Source: an optimization exercise on an open RTL-to-GDS flow (aim: small area, a short achievable clock period and few clock cycles). Production flows keep margins and buffers that such runs may drop. The RTL was checked by simulation tests, not by an equivalence proof against the original design. Power and IR drop assume default switching activity.

`design/flow/design.v`:
```
module isb_taps (
    input  wire [6:0]   j,
    output reg  [127:0] row
);
    always @(*) begin
        case (j)
            7'd0: row = 128'h0000_0000_0000_0000_4000_0000_0000_0000;
            7'd1: row = 128'h0000_0006_ffe4_006a_3ffd_ff99_001b_fffb;
            7'd2: row = 128'hffff_000b_ffc8_00d6_3ffa_ff33_0036_fff5;
            7'd3: row = 128'hffff_0011_ffaa_0144_3ff1_fed1_0050_fff0;
            7'd4: row = 128'hfffe_0018_ff8d_01b5_3fe3_fe70_006a_ffeb;
            7'd5: row = 128'hfffe_001e_ff6f_0227_3fd3_fe12_0083_ffe6;
            7'd6: row = 128'hfffd_0024_ff50_029c_3fc0_fdb6_009b_ffe2;
            7'd7: row = 128'hfffd_002b_ff30_0314_3fa8_fd5d_00b2_ffdd;
            7'd8: row = 128'hfffc_0032_ff11_038d_3f8c_fd06_00c9_ffd9;
            7'd9: row = 128'hfffc_0039_fef0_0408_3f6d_fcb1_00e0_ffd5;
            7'd10: row = 128'hfffb_0040_fecf_0486_3f4b_fc5f_00f5_ffd1;
            7'd11: row = 128'hfffa_0047_feae_0506_3f25_fc0f_010a_ffcd;
            7'd12: row = 128'hfffa_004e_fe8c_0588_3efa_fbc2_011f_ffc9;
            7'd13: row = 128'hfff9_0056_fe6a_060b_3ecd_fb77_0132_ffc6;
            7'd14: row = 128'hfff8_005d_fe47_0691_3e9d_fb2e_0145_ffc3;
            7'd15: row = 128'hfff7_0065_fe24_0719_3e69_fae7_0158_ffbf;
            7'd16: row = 128'hfff7_006d_fe01_07a3_3e30_faa3_0169_ffbc;
            7'd17: row = 128'hfff6_0075_fddd_082f_3df2_fa62_017b_ffba;
            7'd18: row = 128'hfff5_007d_fdb9_08bc_3db4_fa23_018b_ffb7;
            7'd19: row = 128'hfff4_0086_fd94_094c_3d71_f9e6_019b_ffb4;
            7'd20: row = 128'hfff3_008e_fd6f_09dd_3d2c_f9ab_01aa_ffb2;
            7'd21: row = 128'hfff2_0097_fd4a_0a70_3ce2_f973_01b8_ffb0;
            7'd22: row = 128'hfff1_00a0_fd25_0b04_3c95_f93d_01c6_ffae;
            7'd23: row = 128'hfff0_00a8_fcff_0b9b_3c46_f909_01d3_ffac;
            7'd24: row = 128'hffef_00b1_fcd9_0c33_3bf2_f8d8_01e0_ffaa;
            7'd25: row = 128'hffee_00ba_fcb3_0ccc_3b9c_f8a9_01ec_ffa8;
            7'd26: row = 128'hffed_00c3_fc8c_0d67_3b44_f87c_01f7_ffa6;
            7'd27: row = 128'hffec_00cd_fc66_0e04_3ae6_f851_0201_ffa5;
            7'd28: row = 128'hffea_00d6_fc3f_0ea2_3a87_f829_020b_ffa4;
            7'd29: row = 128'hffe9_00df_fc18_0f41_3a24_f803_0215_ffa3;
            7'd30: row = 128'hffe8_00e9_fbf1_0fe2_39bd_f7df_021e_ffa2;
            7'd31: row = 128'hffe7_00f2_fbcb_1084_3954_f7bd_0226_ffa1;
            7'd32: row = 128'hffe5_00fc_fba4_1127_38e9_f79e_022d_ffa0;
            7'd33: row = 128'hffe4_0105_fb7d_11cc_387b_f780_0234_ff9f;
            7'd34: row = 128'hffe3_010f_fb56_1271_3808_f765_023b_ff9f;
            7'd35: row = 128'hffe1_0119_fb2f_1318_3796_f74b_0240_ff9e;
            7'd36: row = 128'hffe0_0122_fb08_13c0_371e_f734_0246_ff9e;
            7'd37: row = 128'hffdf_012c_fae1_1469_36a4_f71f_024a_ff9e;
            7'd38: row = 128'hffdd_0136_fabb_1512_3628_f70c_024f_ff9d;
            7'd39: row = 128'hffdc_0140_fa95_15bd_35a9_f6fa_0252_ff9d;
            7'd40: row = 128'hffda_0149_fa6e_1668_3529_f6eb_0255_ff9e;
            7'd41: row = 128'hffd9_0153_fa48_1714_34a4_f6de_0258_ff9e;
            7'd42: row = 128'hffd7_015d_fa23_17c1_341e_f6d2_025a_ff9e;
            7'd43: row = 128'hffd6_0166_f9fe_186e_3396_f6c9_025b_ff9e;
            7'd44: row = 128'hffd4_0170_f9d9_191c_330b_f6c1_025c_ff9f;
            7'd45: row = 128'hffd3_017a_f9b4_19ca_327e_f6bb_025d_ff9f;
            7'd46: row = 128'hffd1_0183_f990_1a79_31ef_f6b7_025d_ffa0;
            7'd47: row = 128'hffcf_018d_f96c_1b28_315f_f6b4_025d_ffa0;
            7'd48: row = 128'hffce_0196_f949_1bd8_30cb_f6b3_025c_ffa1;
            7'd49: row = 128'hffcc_01a0_f926_1c87_3036_f6b4_025b_ffa2;
            7'd50: row = 128'hffcb_01a9_f904_1d37_2f9e_f6b7_0259_ffa3;
            7'd51: row = 128'hffc9_01b2_f8e2_1de7_2f06_f6bb_0257_ffa4;
            7'd52: row = 128'hffc7_01bb_f8c1_1e97_2e6d_f6c0_0254_ffa5;
            7'd53: row = 128'hffc6_01c4_f8a1_1f47_2dcf_f6c8_0251_ffa6;
            7'd54: row = 128'hffc4_01cd_f881_1ff7_2d32_f6d0_024e_ffa7;
            7'd55: row = 128'hffc2_01d5_f862_20a6_2c95_f6da_024a_ffa8;
            7'd56: row = 128'hffc1_01de_f844_2156_2bf2_f6e6_0246_ffa9;
            7'd57: row = 128'hffbf_01e6_f826_2205_2b51_f6f3_0242_ffaa;
            7'd58: row = 128'hffbe_01ee_f80a_22b3_2aad_f701_023d_ffac;
            7'd59: row = 128'hffbc_01f6_f7ee_2362_2a08_f711_0238_ffad;
            7'd60: row = 128'hffba_01fe_f7d3_240f_2963_f722_0233_ffae;
            7'd61: row = 128'hffb9_0205_f7b9_24bd_28bb_f734_022d_ffb0;
            7'd62: row = 128'hffb7_020c_f7a0_2569_2814_f748_0227_ffb1;
            7'd63: row = 128'hffb6_0213_f789_2615_2769_f75c_0221_ffb3;
            7'd64: row = 128'hffb4_021a_f772_26c0_26c0_f772_021a_ffb4;
            7'd65: row = 128'hffb3_0221_f75c_2769_2615_f789_0213_ffb6;
            7'd66: row = 128'hffb1_0227_f748_2814_2569_f7a0_020c_ffb7;
            7'd67: row = 128'hffb0_022d_f734_28bb_24bd_f7b9_0205_ffb9;
            7'd68: row = 128'hffae_0233_f722_2963_240f_f7d3_01fe_ffba;
            7'd69: row = 128'hffad_0238_f711_2a08_2362_f7ee_01f6_ffbc;
            7'd70: row = 128'hffac_023d_f701_2aad_22b3_f80a_01ee_ffbe;
            7'd71: row = 128'hffaa_0242_f6f3_2b51_2205_f826_01e6_ffbf;
            7'd72: row = 128'hffa9_0246_f6e6_2bf2_2156_f844_01de_ffc1;
            7'd73: row = 128'hffa8_024a_f6da_2c95_20a6_f862_01d5_ffc2;
            7'd74: row = 128'hffa7_024e_f6d0_2d32_1ff7_f881_01cd_ffc4;
            7'd75: row = 128'hffa6_0251_f6c8_2dcf_1f47_f8a1_01c4_ffc6;
            7'd76: row = 128'hffa5_0254_f6c0_2e6d_1e97_f8c1_01bb_ffc7;
            7'd77: row = 128'hffa4_0257_f6bb_2f06_1de7_f8e2_01b2_ffc9;
            7'd78: row = 128'hffa3_0259_f6b7_2f9e_1d37_f904_01a9_ffcb;
            7'd79: row = 128'hffa2_025b_f6b4_3036_1c87_f926_01a0_ffcc;
            7'd80: row = 128'hffa1_025c_f6b3_30cb_1bd8_f949_0196_ffce;
            7'd81: row = 128'hffa0_025d_f6b4_315f_1b28_f96c_018d_ffcf;
            7'd82: row = 128'hffa0_025d_f6b7_31ef_1a79_f990_0183_ffd1;
            7'd83: row = 128'hff9f_025d_f6bb_327e_19ca_f9b4_017a_ffd3;
            7'd84: row = 128'hff9f_025c_f6c1_330b_191c_f9d9_0170_ffd4;
            7'd85: row = 128'hff9e_025b_f6c9_3396_186e_f9fe_0166_ffd6;
            7'd86: row = 128'hff9e_025a_f6d2_341e_17c1_fa23_015d_ffd7;
            7'd87: row = 128'hff9e_0258_f6de_34a4_1714_fa48_0153_ffd9;
            7'd88: row = 128'hff9e_0255_f6eb_3529_1668_fa6e_0149_ffda;
            7'd89: row = 128'hff9d_0252_f6fa_35a9_15bd_fa95_0140_ffdc;
            7'd90: row = 128'hff9d_024f_f70c_3628_1512_fabb_0136_ffdd;
            7'd91: row = 128'hff9e_024a_f71f_36a4_1469_fae1_012c_ffdf;
            7'd92: row = 128'hff9e_0246_f734_371e_13c0_fb08_0122_ffe0;
            7'd93: row = 128'hff9e_0240_f74b_3796_1318_fb2f_0119_ffe1;
            7'd94: row = 128'hff9f_023b_f765_3808_1271_fb56_010f_ffe3;
            7'd95: row = 128'hff9f_0234_f780_387b_11cc_fb7d_0105_ffe4;
            7'd96: row = 128'hffa0_022d_f79e_38e9_1127_fba4_00fc_ffe5;
            7'd97: row = 128'hffa1_0226_f7bd_3954_1084_fbcb_00f2_ffe7;
            7'd98: row = 128'hffa2_021e_f7df_39bd_0fe2_fbf1_00e9_ffe8;
            7'd99: row = 128'hffa3_0215_f803_3a24_0f41_fc18_00df_ffe9;
            7'd100: row = 128'hffa4_020b_f829_3a87_0ea2_fc3f_00d6_ffea;
            7'd101: row = 128'hffa5_0201_f851_3ae6_0e04_fc66_00cd_ffec;
            7'd102: row = 128'hffa6_01f7_f87c_3b44_0d67_fc8c_00c3_ffed;
            7'd103: row = 128'hffa8_01ec_f8a9_3b9c_0ccc_fcb3_00ba_ffee;
            7'd104: row = 128'hffaa_01e0_f8d8_3bf2_0c33_fcd9_00b1_ffef;
            7'd105: row = 128'hffac_01d3_f909_3c46_0b9b_fcff_00a8_fff0;
            7'd106: row = 128'hffae_01c6_f93d_3c95_0b04_fd25_00a0_fff1;
            7'd107: row = 128'hffb0_01b8_f973_3ce2_0a70_fd4a_0097_fff2;
            7'd108: row = 128'hffb2_01aa_f9ab_3d2c_09dd_fd6f_008e_fff3;
            7'd109: row = 128'hffb4_019b_f9e6_3d71_094c_fd94_0086_fff4;
            7'd110: row = 128'hffb7_018b_fa23_3db4_08bc_fdb9_007d_fff5;
            7'd111: row = 128'hffba_017b_fa62_3df2_082f_fddd_0075_fff6;
            7'd112: row = 128'hffbc_0169_faa3_3e30_07a3_fe01_006d_fff7;
            7'd113: row = 128'hffbf_0158_fae7_3e69_0719_fe24_0065_fff7;
            7'd114: row = 128'hffc3_0145_fb2e_3e9d_0691_fe47_005d_fff8;
            7'd115: row = 128'hffc6_0132_fb77_3ecd_060b_fe6a_0056_fff9;
            7'd116: row = 128'hffc9_011f_fbc2_3efa_0588_fe8c_004e_fffa;
            7'd117: row = 128'hffcd_010a_fc0f_3f25_0506_feae_0047_fffa;
            7'd118: row = 128'hffd1_00f5_fc5f_3f4b_0486_fecf_0040_fffb;
            7'd119: row = 128'hffd5_00e0_fcb1_3f6d_0408_fef0_0039_fffc;
            7'd120: row = 128'hffd9_00c9_fd06_3f8c_038d_ff11_0032_fffc;
            7'd121: row = 128'hffdd_00b2_fd5d_3fa8_0314_ff30_002b_fffd;
            7'd122: row = 128'hffe2_009b_fdb6_3fc0_029c_ff50_0024_fffd;
            7'd123: row = 128'hffe6_0083_fe12_3fd3_0227_ff6f_001e_fffe;
            7'd124: row = 128'hffeb_006a_fe70_3fe3_01b5_ff8d_0018_fffe;
            7'd125: row = 128'hfff0_0050_fed1_3ff1_0144_ffaa_0011_ffff;
            7'd126: row = 128'hfff5_0036_ff33_3ffa_00d6_ffc8_000b_ffff;
            7'd127: row = 128'hfffb_001b_ff99_3ffd_006a_ffe4_0006_0000;
            default: row = 128'h0;
        endcase
    end
endmodule
module qpsk_isb (
    input  wire        clk,
    input  wire        rst,
    input  wire        cmd_valid,
    output wire        cmd_ready,
    input  wire [7:0]  cmd_op,
    input  wire [15:0] cmd_a0,
    input  wire [15:0] cmd_a1,
    output reg         rsp_valid,
    output reg         rsp_fault,
    output reg  [2:0]  rsp_cause,
    output reg  [15:0] rsp_r0,
    output reg  [15:0] rsp_r1
);
    localparam TMAX = 16;
    localparam OP_NOP    = 8'h00;
    localparam OP_INIT   = 8'h01;
    localparam OP_PUSH   = 8'h10;
    localparam OP_INTERP = 8'h15;
    localparam C_ILLEGAL_OP     = 3'd1;
    localparam C_NOT_CONFIGURED = 3'd2;
    localparam C_BAD_CONFIG     = 3'd3;
    localparam C_WINDOW_RANGE   = 3'd5;
    reg        configured;
    reg [4:0]  t_len;                    
    reg [3:0]  wp;                       
    reg [16*2*TMAX-1:0] dli;             
    reg [16*2*TMAX-1:0] dlq;             
    reg        busy;                     
    reg [2:0]  tap_k;                    
    reg [5:0]  base;                     
    reg [6:0]  row_j;                    
    reg signed [34:0] acc_i;
    reg signed [34:0] acc_q;
    assign cmd_ready = !busy;
    wire accept = cmd_valid && cmd_ready;
    wire op_nop    = (cmd_op == OP_NOP);
    wire op_init   = (cmd_op == OP_INIT);
    wire op_push   = (cmd_op == OP_PUSH);
    wire op_interp = (cmd_op == OP_INTERP);
    wire op_legal  = op_nop || op_init || op_push || op_interp;
    wire [7:0] init_t = cmd_a0[7:0];
    wire init_ok = (init_t >= 8'd8) && (init_t <= TMAX);
    wire signed [7:0]  x_shift = cmd_a0[15:8];
    wire signed [9:0]  win_b   = $signed({6'd0, wp}) + x_shift;
    wire signed [9:0]  win_end = win_b + 10'sd7;
    wire signed [9:0]  win_max = $signed({4'd0, t_len, 1'b0}) - 10'sd1;
    wire win_ok = (win_b >= 0) && (win_end <= win_max);
    reg       f_fault;
    reg [2:0] f_cause;
    always @(*) begin
        f_fault = 1'b1;
        f_cause = 3'd0;
        if (!op_legal)
            f_cause = C_ILLEGAL_OP;
        else if ((op_push || op_interp) && !configured)
            f_cause = C_NOT_CONFIGURED;
        else if (op_init && !init_ok)
            f_cause = C_BAD_CONFIG;
        else if (op_interp && !win_ok)
            f_cause = C_WINDOW_RANGE;
        else
            f_fault = 1'b0;
    end
    wire [127:0] row;
    isb_taps u_taps (.j(row_j), .row(row));
    wire signed [15:0] tap   = row[16*tap_k +: 16];
    wire        [5:0]  raddr = base + {3'd0, tap_k};
    wire signed [15:0] smp_i = dli[16*raddr +: 16];
    wire signed [15:0] smp_q = dlq[16*raddr +: 16];
    wire signed [31:0] prod_i = tap * smp_i;
    wire signed [31:0] prod_q = tap * smp_q;
    wire signed [34:0] sum_i  = acc_i + prod_i;
    wire signed [34:0] sum_q  = acc_q + prod_q;
    function [15:0] round_sat;
        input signed [34:0] v;
        reg   signed [34:0] r;
        begin
            r = (v + 35'sd8192) >>> 14;
            if (r > 35'sd32767)
                round_sat = 16'h7fff;
            else if (r < -35'sd32768)
                round_sat = 16'h8000;
            else
                round_sat = r[15:0];
        end
    endfunction
    wire do_clear = accept && !f_fault && op_init;
    wire do_push  = accept && !f_fault && op_push;
    wire [5:0] slot_lo = {2'd0, wp};
    wire [5:0] slot_hi = {2'd0, wp} + {1'b0, t_len};
    genvar g;
    generate
        for (g = 0; g < 2*TMAX; g = g + 1) begin : g_word
            always @(posedge clk) begin
                if (do_clear) begin
                    dli[16*g +: 16] <= 16'd0;
                    dlq[16*g +: 16] <= 16'd0;
                end else if (do_push && (slot_lo == g || slot_hi == g)) begin
                    dli[16*g +: 16] <= cmd_a0;
                    dlq[16*g +: 16] <= cmd_a1;
                end
            end
        end
    endgenerate
    always @(posedge clk) begin
        if (rst) begin
            configured <= 1'b0;
            busy       <= 1'b0;
            rsp_valid  <= 1'b0;
            rsp_fault  <= 1'b0;
            rsp_cause  <= 3'd0;
            rsp_r0     <= 16'd0;
            rsp_r1     <= 16'd0;
        end else begin
            rsp_valid <= 1'b0;
            if (busy) begin
                acc_i <= sum_i;
                acc_q <= sum_q;
                tap_k <= tap_k + 3'd1;
                if (tap_k == 3'd7) begin
                    busy      <= 1'b0;
                    rsp_valid <= 1'b1;
                    rsp_fault <= 1'b0;
                    rsp_cause <= 3'd0;
                    rsp_r0    <= round_sat(sum_i);
                    rsp_r1    <= round_sat(sum_q);
                end
            end else if (accept) begin
                if (f_fault || !op_interp) begin
                    rsp_valid <= 1'b1;
                    rsp_fault <= f_fault;
                    rsp_cause <= f_cause;
                    rsp_r0    <= 16'd0;
                    rsp_r1    <= 16'd0;
                end
                if (!f_fault) begin
                    if (op_init) begin
                        configured <= 1'b1;
                        t_len      <= init_t[4:0];
                        wp         <= 4'd0;
                    end
                    if (op_push)
                        wp <= ({1'b0, wp} == t_len - 5'd1) ? 4'd0 : wp + 4'd1;
                    if (op_interp) begin
                        busy  <= 1'b1;
                        tap_k <= 3'd0;
                        base  <= win_b[5:0];
                        row_j <= cmd_a0[7:1];
                        acc_i <= 35'sd0;
                        acc_q <= 35'sd0;
                    end
                end
            end
        end
    end
endmodule
```
`design/flow/run.sh`:
```
#!/bin/bash
# synth_recipe.tcl (not shown) runs the flow's synth.tcl, then flattens the netlist and writes it again
# the make line also repeats each setting of config.mk as NAME=value (left out here)
make -C /OpenROAD-flow-scripts/flow DESIGN_CONFIG=/design/flow/config.mk WORK_HOME=/design/flow/orfs CLKGATE_MAP_FILE= SYNTH_SCRIPT=/design/flow/synth_recipe.tcl finish
```
`design/flow/config.mk`:
```
export PLATFORM = sky130hd
export DESIGN_NAME = qpsk_isb
export DESIGN_NICKNAME = qpsk_isb
export VERILOG_FILES = /design/flow/design.v
export SDC_FILE = /design/flow/constraint.sdc
export NUM_CORES = 4
export LEC_CHECK = 0
export CAP_MARGIN = 20
export CORE_MARGIN = 2
export CORE_UTILIZATION = 40
export SLEW_MARGIN = 20
export SYNTH_MEMORY_MAX_BITS = 131072
```
`design/flow/constraint.sdc`:
```
create_clock -name core_clock -period 13.0 [get_ports {clk}]
set_input_delay 2.6000 -clock core_clock [delete_from_list [all_inputs] [get_ports {clk}]]
set_output_delay 2.6000 -clock core_clock [all_outputs]
set_load 0.01 [all_outputs]
```
==> notes.md <==
## Synth
• **total standard cell area after synthesis** 86100 µm²
• **number of instances in the synthesized netlist** 10200
• **Synth Net Count** 11200
• **share of synthesized area occupied by flip-flops and latches** 30.1%
• **number of synthesis warnings** 2
• **syn avg cell area** 8.41 µm²
• **Post-synth EDFFs** 95
• **distinct cell type count of the synthesized netlist** 110
• **most frequently used flop master after synthesis** sky130_fd_sc_hd__dfxtp_1
• **share of synthesized registers carrying an async set or reset** 0%
• **#FFs+latches synth** 1248

## Finish
• **commonest non-fill, non-tap cell in the layout** sky130_fd_sc_hd__nand2_1
• **highest-count cells in the layout ignoring fill and taps** sky130_fd_sc_hd__nand2_1, sky130_fd_sc_hd__a21oi_1, sky130_fd_sc_hd__dfxtp_1
• **number of nets in the final layout** 10900
• **ratio of cells with drive above 1 in the final layout** 11.2%
• **post-synthesis to final-layout area growth** 11.2%

## Worst hold path
• **source of the worst hold timing path** dli[137]
• **worst min path class** reg -> reg

## Route
• **final routed wirelength across all metal layers** 363 mm
• **highest signal layer in the routed design** met5
• **length of the first detailed-routing pass in iterations** 8
• **Routed Antenna Nets** 0
• **met2 WL** 161 mm
• **met1 routed wirelength after detailed routing** 141 mm
• **via total after detailed routing** 78300
• **met3 wirelength from detailed routing** 39.6 mm
• **Post-route DRC** 0
• **average wire per cell in the routed design** 28.1 µm
• **routed vias/inst** 6.05
• **initial DRC count** 10100

## Floorplan
• **vertical extent of the die** 468 µm
• **Chip Width** 468 µm
• **area of the die** 219000 µm²
• **core box area** 214000 µm²
• **I/O pin count** 81
• **standard-cell row count** 170
• **initial cell density of the core** 40.2%

## Power and ir drop
• **Design Power** 8.23 mW
• **PwrDens** 86.0 nW/µm²
• **Leak Pwr** 38.6 nW
• **VDD IR max** 0.000134 V

## CTS
• **clk root buf** sky130_fd_sc_hd__clkbuf_16
• **clk buf depth** 3
• **number of cells upsized or downsized after cts** 0
• **clock latency of the later-clocked register in the worst-skew pair** 860 ps
• **CTS sink cnt** 1248
• **Post-CTS Hold Fix Bufs** 0
• **TritonCTS Buffers** 141
• **post-CTS setup-driven buffer insertion count** 0
• **number of H-tree levels** 4
• **CTS tree** built
• **clock-pin slew on the worst setup and hold paths** 60 ps

## Worst setup path
• **origin of the critical flop-to-flop path** tap_k[1]
• **Most Frequent Cell on Critical Path** sky130_fd_sc_hd__fa_1
• **capture point of the worst path** rsp_r1[9]
• **maximum fanout along the worst path** 22
• **worst path buffer plus inverter count** 8
• **endpoint type of the worst setup path** register
• **CP max stage delay** 1240 ps
• **critical path start-end classification** reg -> reg
• **cell count along the critical path** 32
• **crit-path leading delay family** adder cells
• **count of cells along the worst register-to-register path** 32
• **Required @ worst endpoint** 13720 ps
• **data arrival time of the worst path** 12770 ps
• **setup slack on the worst flop-to-flop path** 950 ps
• **start point of the critical path** tap_k[1]
• **CP max-delay cell** sky130_fd_sc_hd__fa_4
• **launching element type of the critical path** register
• **worst reg2reg path endpoint** rsp_r1[9]

## Placed design
• **pre-CTS setup slack** 1010 ps
• **routability cong.** 1.09
• **I/O Buffers** 80
• **Detail Placement HPWL** 247 mm

## Timing
• **Clock Skew** 84.2 ps
• **Least-Margin Pin Slew** 1440 ps
• **time the worst path needs with I/O delays and setup** 12050 ps
• **Setup violations, final** 0
• **number of hold violations in the final report** 0
• **Max Clk Rate** 83.0 MHz
• **RSZ-0062 raised after global routing** no
• **Max Slew Vio Count** 0
• **worst hold slack** 451 ps
• **final setup margin** 947 ps
• **Final period util** 92.7%
• **tightest slew margin relative to the limit** 4.27%
• **summed negative setup slack over all endpoints** 0 ps

## GRT
• **initial antenna violation count** 29
• **overall track demand over capacity in global routing** 32.7%
• **global-route wire length before repair** 531 mm
• **final global-route overflow total** 0
• **via count of the first global-routing pass** 77200
• **pin count of the biggest net entering global routing** 246

## Job
• **number of violations of the max-capacitance limit** 0

## Outcome
• **run status** no timing/DRC/antenna violations

## worst register-to-register path, delay by kind of cell, from the launching register on
| kind | cells | cell delay [ps] |
|---|---|---|
| AOI/OAI and AO/OA | 6 | 2970 |
| xor gates and xnor gates | 2 | 470 |
| adders and majority gates | 8 | 4610 |
| buffers and inverters | 8 | 1140 |
| DFF | 1 | 340 |
| muxes | 2 | 980 |
| and+or+nand+nor | 6 | 1470 |
## cell type report
type | instances | area (µm²)
repair buffers | 466 | 4200
multi-input cells | 7397 | 54400
well taps | 2838 | 3550
inverters | 707 | 2660
fillers | 20800 | 119000
clock inverters | 58 | 774
flip-flops and latches | 1248 | 25900
clock buffers | 203 | 4150
diodes | 9 | 22.5
## how the worst min path moves through the flow
stage               endpoint  cells after the start
floorplan           dli[112]                      2
detailed placement  dlq[400]                      2
finish              dli[137]                      2
global route        dlq[347]                      2
CTS                 dlq[400]                      2
global placement    dli[207]                      2
## cells by family (layout without fill, tap and decap cells)
logic type	Yosys count	count (layout)	share of synthesized area (%)
adders and majority gates	889	889	18.4
muxes	369	369	9.20
buffers and inverters	1593	1434	7.19
AOI/OAI and AO/OA	2239	2239	15.4
DFF	1248	1248	30.1
and+or+nand+nor	3774	3774	18.4
xor gates and xnor gates	126	126	1.32
other	0	9	0
## sequential cells by signal, summed over array words and instances (netlist names), 3 cells and up
register   cells
dli          512
dlq          512
row           90
acc_i         35
acc_q         35
rsp_r0        16
rsp_r1        16
row_j          7
base           6
t_len          5
wp             4
rsp_cause      3
tap_k          3
## power breakdown
group / switching [mW] / internal (mW)
combinational: 0.0954 / 0.0316
sequential: 0.00108 / 3.87
clock: 1.81 / 2.42
total: 1.91 / 6.31
## Yosys cell counts (all sizes together) (90+ instances only)
cell / number / area, µm²
dfxtp: 1153 / 23100
o21ai: 268 / 1350
ha: 263 / 3290
nand3: 306 / 1530
clkbuf: 688 / 2580
inv: 705 / 2650
fa: 624 / 12500
mux4: 334 / 7520
nor3: 90 / 460
and2: 128 / 802
nand2: 2417 / 9080
nor2: 586 / 2220
edfxtp: 95 / 2850
buf: 198 / 946
a21oi: 1329 / 6670
## layer usage
| metal | up-vias | track usage [%] |
|---|---|---|
| li1 | 34000 | - |
| met3 | 1071 | 9.14 |
| met2 | 4526 | 50.2 |
| met1 | 38700 | 41.8 |
| met5 | - | 0 |
| met4 | 24 | 16.9 |
## metrics by stage
stage | std cells | cell area [µm²] | utilization [%]
6_report | 12900 | 95700 | 44.7
5_1_grt | 12900 | 95700 | 44.7
2_1_floorplan | 10200 | 86100 | -
3_5_place_dp | 12700 | 90600 | 42.3
3_3_place_gp | 12600 | 90400 | 42.2
4_1_cts | 12900 | 95600 | 44.6
Testbench counts, summed over its fixed seeds: cycles 22,807.

-- static timing again, ports no longer ideal --
In the flow no input, the clock included, has a driving cell. The finished layout below was timed again as built, in two steps. Step 1: set_driving_cell puts a clkbuf_16 on clk and a buf_2 on each other input, an assumption about the parent block. Step 2 times the ports against the registers' clock, not the clock port: input delays grow and output delays shrink by t, the midpoint of the rising clock arrivals with the driver on. Three values: no drivers, after step 1, after step 2; two values: the first two.
t (ns): 0.901
slack for setup (ns): 0.947 / 0.947 / 0.947
hold slack, ns: 0.451 / 0.451 / 0.451
pins driven straight from the clock port: 1
After both steps this run still meets setup and hold. For this run, drivers alone change the setup slack by 0.000 ns; drivers and shift together by 0.000 ns.
